What follows belongs to an exercise in optimizing a design on an open flow for small area; a production flow would make more cautious choices.
Only simulation tests tie the RTL to the original design; equivalence was not proved.
No driver is modelled on the clock port, so clocking that relies on it looks cheaper here than on a real chip.
Power figures rest on the tool's default switching activity, not on a simulated workload.

Setup of lane 1:
Design copycat_core, start of the top module:
module copycat_core (
    input  wire       clk,
    input  wire       rst,         
    input  wire [2:0] in_raw,      
    output reg        out_sig,
    output reg        out_stat,
    output wire [7:0] nvm_addr,
    output wire [7:0] nvm_wdata,
    input  wire [7:0] nvm_rdata,
    output wire       nvm_rd,
    output wire       nvm_wr,
    input  wire       nvm_ready,
    output wire       wdt_kick
);
clock: 10.0 ns
lec_check: 0
cap_margin: 0
core_margin: 2
core_utilization: 70
place_density: 0.85
slew_margin: 0
standard.sh (not shown) runs the stock make flow with config.mk's settings and CLKGATE_MAP_FILE= SYNTH_SCRIPT=/design/flow/synth_recipe.tcl, a recipe that flattens the netlist after the stock synthesis.
==> flow/flow/run.sh <==
#!/bin/bash
# Own layout flow:
#  1. the standard synthesis, then its combinational logic restructured
#     (ABC &deepsyn) and re-mapped for
#     area by ABC (registers untouched, names kept);
#  2. the standard floorplan and placement, with the smallest buffer cell
#     on the ports;
#  3. a clock tree of CTS_K buffers driven by the clock port (flow/cts.tcl);
#  4. the standard flow from there (routing, finishing).
set -euo pipefail
R=orfs/results/${FLOW_PLATFORM}/copycat_core/base
LIB=${FLOW_HOME}/platforms/${FLOW_PLATFORM}/lib/sky130_fd_sc_hd__tt_025C_1v80.lib
YOSYS=${FLOW_HOME}/../tools/install/yosys/bin/yosys
[[ -x $YOSYS ]] || YOSYS=yosys
OPENROAD=${FLOW_HOME}/../tools/install/OpenROAD/bin/openroad
[[ -x $OPENROAD ]] || OPENROAD=openroad
source flow/cts_params.sh

bash standard.sh synth > 1_standard_synth.log 2>&1
cp $R/1_2_yosys.v standard_netlist.v
sed -e "s#LIBFILE#${LIB}#g" -e "s#TOPNAME#${FLOW_TOP}#g" flow/resynth.ys > resynth_run.ys
$YOSYS -s resynth_run.ys > 2_resynth.log 2>&1
cp resynth_netlist.v $R/1_2_yosys.v
touch $R/1_2_yosys.v

export BUFFER_PORTS_ARGS="-buffer_cell sky130_fd_sc_hd__buf_1"
bash standard.sh place > 3_standard_place.log 2>&1

PLATFORM_DIR=${FLOW_HOME}/platforms/${FLOW_PLATFORM} RESULTS_DIR=$R \
CLOCK_PORT=clk CTS_K=$CTS_K CTS_BUF=$CTS_BUF \
  $OPENROAD -no_init -exit flow/cts.tcl > 4_own_cts.log 2>&1
touch $R/4_1_cts.odb

bash standard.sh > 5_standard_finish.log 2>&1
if [[ -f orfs/logs/${FLOW_PLATFORM}/copycat_core/base/4_1_cts.log ]]; then
  echo "standard CTS ran over the own clock tree" >&2
  exit 1
fi
Other scripts of this flow, unchanged in this note and not shown: flow/flow/cts.tcl, flow/flow/cts_params.sh, flow/flow/resynth.abc, flow/flow/resynth.ys
Lane 1: full flow OK, the timing, DRC and antenna checks passed
> inputs changed (lane 1 -> lane 2)
Settings: an added GPL_TIMING_DRIVEN of 0.
Results
Setup slack: lane 2 less than lane 1
On internal power component, lane 1 tracks lane 2 almost exactly.
Summary — worst slack at placement, lane 2 relative to lane 1: higher, by 0.011 ns.
The clock tree buffer count of the final layout of lane 1 and that of lane 2 are within noise of each other.
Compared with lane 1, in lane 2 total design power -about 0.8%, sequential power ~0 delta, clock period minus worst slack +0.011 ns.

========
Setup of the reference run:
copycat_core again, from the RTL that the note above started with.
Settings: LEC_CHECK=0, CAP_MARGIN=0, CORE_MARGIN=2, CORE_UTILIZATION=70, PLACE_DENSITY=0.85, SLEW_MARGIN=0; clock period 10.0 ns.
==> flow/flow/run.sh <==
#!/bin/bash
# Own layout flow:
#  1. the standard synthesis, then its combinational logic restructured
#     (ABC &deepsyn, best of 8 seeds) and re-mapped for area by ABC
#     (registers untouched, names kept);
#  2. the standard floorplan and placement, with the smallest buffer cell
#     on the ports;
#  3. a clock tree of CTS_K buffers driven by the clock port (flow/cts.tcl);
#  4. the standard flow from there (routing, finishing).
set -euo pipefail
R=orfs/results/${FLOW_PLATFORM}/copycat_core/base
LIB=${FLOW_HOME}/platforms/${FLOW_PLATFORM}/lib/sky130_fd_sc_hd__tt_025C_1v80.lib
YOSYS=${FLOW_HOME}/../tools/install/yosys/bin/yosys
[[ -x $YOSYS ]] || YOSYS=yosys
OPENROAD=${FLOW_HOME}/../tools/install/OpenROAD/bin/openroad
[[ -x $OPENROAD ]] || OPENROAD=openroad
source flow/cts_params.sh

bash standard.sh synth > 1_standard_synth.log 2>&1
cp $R/1_2_yosys.v standard_netlist.v
# ABC's &deepsyn is run from 8 random seeds, 4 at a time; each result must
# pass a SAT proof against the standard netlist; the smallest is kept.
python3 flow/cutff.py standard_netlist.v cut_standard.v
export LIB YOSYS
printf '%s\n' 1 2 3 4 5 6 7 8 | xargs -P 4 -I{} bash flow/resynth_one.sh {} || true
best=
barea=
for S in 1 2 3 4 5 6 7 8; do
  a=$(grep -i "chip area" 2_resynth_${S}.log 2>/dev/null | tail -1 | awk '{print $NF}')
  ok=no; [[ -f resynth_${S}.ok ]] && ok=yes
  echo "seed $S area $a proven $ok" >> 2_resynth_choice.log
  if [[ $ok == yes && -n "$a" ]]; then
    if [[ -z "$best" ]] || awk -v x="$a" -v y="$barea" 'BEGIN{exit !(x < y)}'; then
      best=$S; barea=$a
    fi
  fi
done
if [[ -z "$best" ]]; then
  echo "no re-mapped netlist was proven; keeping the standard netlist" >> 2_resynth_choice.log
  cp standard_netlist.v resynth_netlist_0.v
  best=0
fi
echo "kept seed $best (area $barea)" >> 2_resynth_choice.log
cp resynth_netlist_${best}.v resynth_netlist.v
cp resynth_netlist.v $R/1_2_yosys.v
touch $R/1_2_yosys.v

export BUFFER_PORTS_ARGS="-buffer_cell sky130_fd_sc_hd__buf_1"
bash standard.sh place > 3_standard_place.log 2>&1

PLATFORM_DIR=${FLOW_HOME}/platforms/${FLOW_PLATFORM} RESULTS_DIR=$R \
CLOCK_PORT=clk CTS_K=$CTS_K CTS_BUF=$CTS_BUF \
  $OPENROAD -no_init -exit flow/cts.tcl > 4_own_cts.log 2>&1
touch $R/4_1_cts.odb

bash standard.sh > 5_standard_finish.log 2>&1
if [[ -f orfs/logs/${FLOW_PLATFORM}/copycat_core/base/4_1_cts.log ]]; then
  echo "standard CTS ran over the own clock tree" >&2
  exit 1
fi
==> flow/flow/resynth.abc <==
strash
&get -n
&deepsyn -T 30 -S SEED
&put
&get -n
&st
&dch -f
&nf -a -p -R 1000
&put
strash
&get -n
&st
&dch -f
&nf -a -p -R 1000
&put
strash
&get -n
&st
&dch -f
&nf -a -p -R 1000
&put
Other scripts of this flow, unchanged in this note and not shown: flow/flow/cts.tcl, flow/flow/cts_params.sh, flow/flow/cutff.py, flow/flow/equiv.ys, flow/flow/resynth.ys, flow/flow/resynth_one.sh
Here is what was changed in the inputs of the trial run compared with the reference run.
-- flow/flow/resynth.abc --
<<< the reference run, line 2
&get -n
&deepsyn -T 30 -S SEED
&put
>>> the trial run, line 2
&get -n
&deepsyn -T 45 -S SEED
&put
[summary]
- Summary: with the reference run as the reference, power dissipated in sequential cells in the trial run moved up by a few percent.
- Across both runs, wire length after detailed routing was higher for the trial run than for the reference run.
- Buffers plus inverters on the worst setup path delta (the trial run -> the reference run): insignificant
- The via count of the first global-routing pass in the trial run was lower than what the reference run gave.

========
copycat_core, a different RTL version from the one above (not shown whole).
For scale: ~280 cells after synthesis, about 35 I/O pins, ~2500 um2 of cells after synthesis.
## copycat_core
module copycat_core (
    input  wire       clk,
    input  wire       rst,         
    input  wire [2:0] in_raw,      
    output reg        out_sig,
    output reg        out_stat,
    output wire [7:0] nvm_addr,
    output wire [7:0] nvm_wdata,
    input  wire [7:0] nvm_rdata,
    output wire       nvm_rd,
    output wire       nvm_wr,
    input  wire       nvm_ready,
    output wire       wdt_kick
);
Settings: LEC_CHECK=0, CAP_MARGIN=0, CORE_MARGIN=2, CORE_UTILIZATION=70, PLACE_DENSITY=0.85, SLEW_MARGIN=0; clock period 10.0 ns.
==> flow/flow/run.sh <==
#!/bin/bash
# Own layout flow:
#  1. the standard synthesis, then its combinational logic re-mapped for
#     area by ABC (registers untouched, names kept);
#  2. the standard floorplan and placement, with the smallest buffer cell
#     on the ports;
#  3. a clock tree of CTS_K buffers driven by the clock port (flow/cts.tcl);
#  4. the standard flow from there (routing, finishing).
set -euo pipefail
R=orfs/results/${FLOW_PLATFORM}/copycat_core/base
LIB=${FLOW_HOME}/platforms/${FLOW_PLATFORM}/lib/sky130_fd_sc_hd__tt_025C_1v80.lib
YOSYS=${FLOW_HOME}/../tools/install/yosys/bin/yosys
[[ -x $YOSYS ]] || YOSYS=yosys
OPENROAD=${FLOW_HOME}/../tools/install/OpenROAD/bin/openroad
[[ -x $OPENROAD ]] || OPENROAD=openroad
source flow/cts_params.sh

bash standard.sh synth > 1_standard_synth.log 2>&1
cp $R/1_2_yosys.v standard_netlist.v
sed -e "s#LIBFILE#${LIB}#g" -e "s#TOPNAME#${FLOW_TOP}#g" flow/resynth.ys > resynth_run.ys
$YOSYS -s resynth_run.ys > 2_resynth.log 2>&1
cp resynth_netlist.v $R/1_2_yosys.v
touch $R/1_2_yosys.v

export BUFFER_PORTS_ARGS="-buffer_cell sky130_fd_sc_hd__buf_1"
bash standard.sh place > 3_standard_place.log 2>&1

PLATFORM_DIR=${FLOW_HOME}/platforms/${FLOW_PLATFORM} RESULTS_DIR=$R \
CLOCK_PORT=clk CTS_K=$CTS_K CTS_BUF=$CTS_BUF \
  $OPENROAD -no_init -exit flow/cts.tcl > 4_own_cts.log 2>&1
touch $R/4_1_cts.odb

bash standard.sh > 5_standard_finish.log 2>&1
if [[ -f orfs/logs/${FLOW_PLATFORM}/copycat_core/base/4_1_cts.log ]]; then
  echo "standard CTS ran over the own clock tree" >&2
  exit 1
fi
==> flow/flow/cts.tcl <==
# Clock tree: the clock port drives CTS_K buffers of type CTS_BUF, each of
# which drives one cluster of the registers (k-means on their placement).
set P $::env(PLATFORM_DIR)
set R $::env(RESULTS_DIR)
read_liberty $P/lib/sky130_fd_sc_hd__tt_025C_1v80.lib
read_db $R/3_place.odb
read_sdc $R/3_place.sdc
source $P/setRC.tcl
set K $::env(CTS_K)
set BUF $::env(CTS_BUF)
set clknet $::env(CLOCK_PORT)

set items {}
foreach p [all_registers -clock_pins] {
  set bb [[[sta::sta_to_db_pin $p] getInst] getBBox]
  lappend items [list [expr {([$bb xMin] + [$bb xMax]) / 2.0}] [expr {([$bb yMin] + [$bb yMax]) / 2.0}] [get_full_name $p]]
}
set items [lsort -real -index 0 $items]
set n [llength $items]
# initial centres: K strips by x; then Lloyd iterations
set centres {}
for {set k 0} {$k < $K} {incr k} {
  set g [lrange $items [expr {$k * $n / $K}] [expr {($k + 1) * $n / $K - 1}]]
  set sx 0; set sy 0
  foreach it $g { set sx [expr {$sx + [lindex $it 0]}]; set sy [expr {$sy + [lindex $it 1]}] }
  lappend centres [list [expr {$sx / [llength $g]}] [expr {$sy / [llength $g]}]]
}
for {set iter 0} {$iter < 20} {incr iter} {
  set groups {}
  for {set k 0} {$k < $K} {incr k} { lappend groups {} }
  foreach it $items {
    set best 0; set bd 1e30
    for {set k 0} {$k < $K} {incr k} {
      set c [lindex $centres $k]
      set d [expr {abs([lindex $it 0] - [lindex $c 0]) + abs([lindex $it 1] - [lindex $c 1])}]
      if {$d < $bd} { set bd $d; set best $k }
    }
    lset groups $best [concat [lindex $groups $best] [list $it]]
  }
  set centres {}
  foreach g $groups {
    set sx 0; set sy 0
    foreach it $g { set sx [expr {$sx + [lindex $it 0]}]; set sy [expr {$sy + [lindex $it 1]}] }
    lappend centres [list [expr {$sx / max(1, [llength $g])}] [expr {$sy / max(1, [llength $g])}]]
  }
}
set k 0
foreach g $groups c $centres {
  if {[llength $g] == 0} continue
  set pins {}
  foreach it $g { lappend pins [get_pins [lindex $it 2]] }
  puts "cluster $k: [llength $g] registers at [expr {[lindex $c 0] / 1000.0}] [expr {[lindex $c 1] / 1000.0}]"
  insert_buffer -buffer_cell $BUF -net $clknet -load_pins $pins \
    -location [list [expr {[lindex $c 0] / 1000.0}] [expr {[lindex $c 1] / 1000.0}]] \
    -buffer_name clkbuf_leaf_$k -net_name clknet_leaf_$k
  incr k
}
foreach net [get_nets clknet_leaf_*] { [sta::sta_to_db_net $net] setSigType CLOCK }
[sta::sta_to_db_net [get_nets $clknet]] setSigType CLOCK
detailed_placement
check_placement -verbose
set_propagated_clock [all_clocks]
estimate_parasitics -placement
report_clock_skew
set worst 0
foreach p [all_registers -clock_pins] { set s [get_property $p slew_max]; if {$s > $worst} { set worst $s } }
puts "worst register clock-pin slew (placement estimate): $worst"
report_worst_slack -max
report_worst_slack -min
write_db $R/4_1_cts.odb
write_sdc -no_timestamp $R/4_cts.sdc
Other scripts of this flow, unchanged in this note and not shown: flow/flow/cts_params.sh, flow/flow/resynth.abc, flow/flow/resynth.ys
The starting point finished clean.
Change:
--- a/flow/flow/cts.tcl
+++ b/flow/flow/cts.tcl
@@ -2 +2,2 @@
-# which drives one cluster of the registers (k-means on their placement).
+# which drives one cluster of the registers (equal-size k-means on their
+# placement).
@@ -27,0 +29,3 @@
+# Lloyd iterations with equal-size clusters: pairs (register, centre) are
+# taken in order of distance, each centre up to ceil(n / K) registers.
+set cap [expr {($n + $K - 1) / $K}]
@@ -28,0 +33,18 @@
+  set pairs {}
+  set i 0
+  foreach it $items {
+    for {set k 0} {$k < $K} {incr k} {
+      set c [lindex $centres $k]
+      lappend pairs [list [expr {abs([lindex $it 0] - [lindex $c 0]) + abs([lindex $it 1] - [lindex $c 1])}] $i $k]
+    }
+    incr i
+  }
+  set pairs [lsort -real -index 0 $pairs]
+  set owner [lrepeat $n -1]
+  set fill [lrepeat $K 0]
+  foreach pr $pairs {
+    lassign $pr d i k
+    if {[lindex $owner $i] >= 0 || [lindex $fill $k] >= $cap} continue
+    lset owner $i $k
+    lset fill $k [expr {[lindex $fill $k] + 1}]
+  }
@@ -30,0 +53 @@
+  set i 0
@@ -32,7 +55,3 @@
-    set best 0; set bd 1e30
-    for {set k 0} {$k < $K} {incr k} {
-      set c [lindex $centres $k]
-      set d [expr {abs([lindex $it 0] - [lindex $c 0]) + abs([lindex $it 1] - [lindex $c 1])}]
-      if {$d < $bd} { set bd $d; set best $k }
-    }
-    lset groups $best [concat [lindex $groups $best] [list $it]]
+    set k [lindex $owner $i]
+    lset groups $k [concat [lindex $groups $k] [list $it]]
+    incr i
Worst hold slack stays flat.
Via count goes down by 1.3%.
Clock power goes up by about 1%.
Die area stays the same.
Power barely changes.
Worst setup slack degrades by 0.010 ns.
Critical path depth is unchanged.

[separate check: timing with driven ports]
In the flow no input, the clock included, has a driving cell. The finished layouts below were timed again as built, in two steps.
Step 1: set_driving_cell puts a clkbuf_16 on clk and a buf_2 on each other input, an assumption about the parent block.
Step 2 moves the port delays by t, midway between the first and last clock arrival at a register: inputs arrive t later, outputs are due t later. That takes back most of the time a late clock gives input paths.
Three values: ideal, step 1, step 2; two values: the first two.
run | t (ns) | setup WS [ns] | slew at the worst register clock pin (ns) | worst data-port slew with drivers (ns)
lane 1 | 0.209 | 6.359 / 6.311 / 6.520 | 0.11 / 0.11 | 0.04
lane 2 | 0.205 | 6.348 / 6.302 / 6.507 | 0.11 / 0.11 | 0.04
the reference run | 0.202 | 6.019 / 5.977 / 6.179 | 0.11 / 0.11 | 0.04
the trial run | 0.204 | 6.254 / 6.210 / 6.414 | 0.11 / 0.11 | 0.03
the first run of note 3 | 0.208 | 6.251 / 6.204 / 6.115 | 0.12 / 0.12 | 0.04
the second run of note 3 | 0.206 | 6.240 / 6.194 / 6.133 | 0.11 / 0.11 | 0.04
After both steps every run listed still meets setup and hold. For the first run of note 3, which loses most, drivers alone change the setup slack by -0.047 ns; drivers and shift together by -0.136 ns.
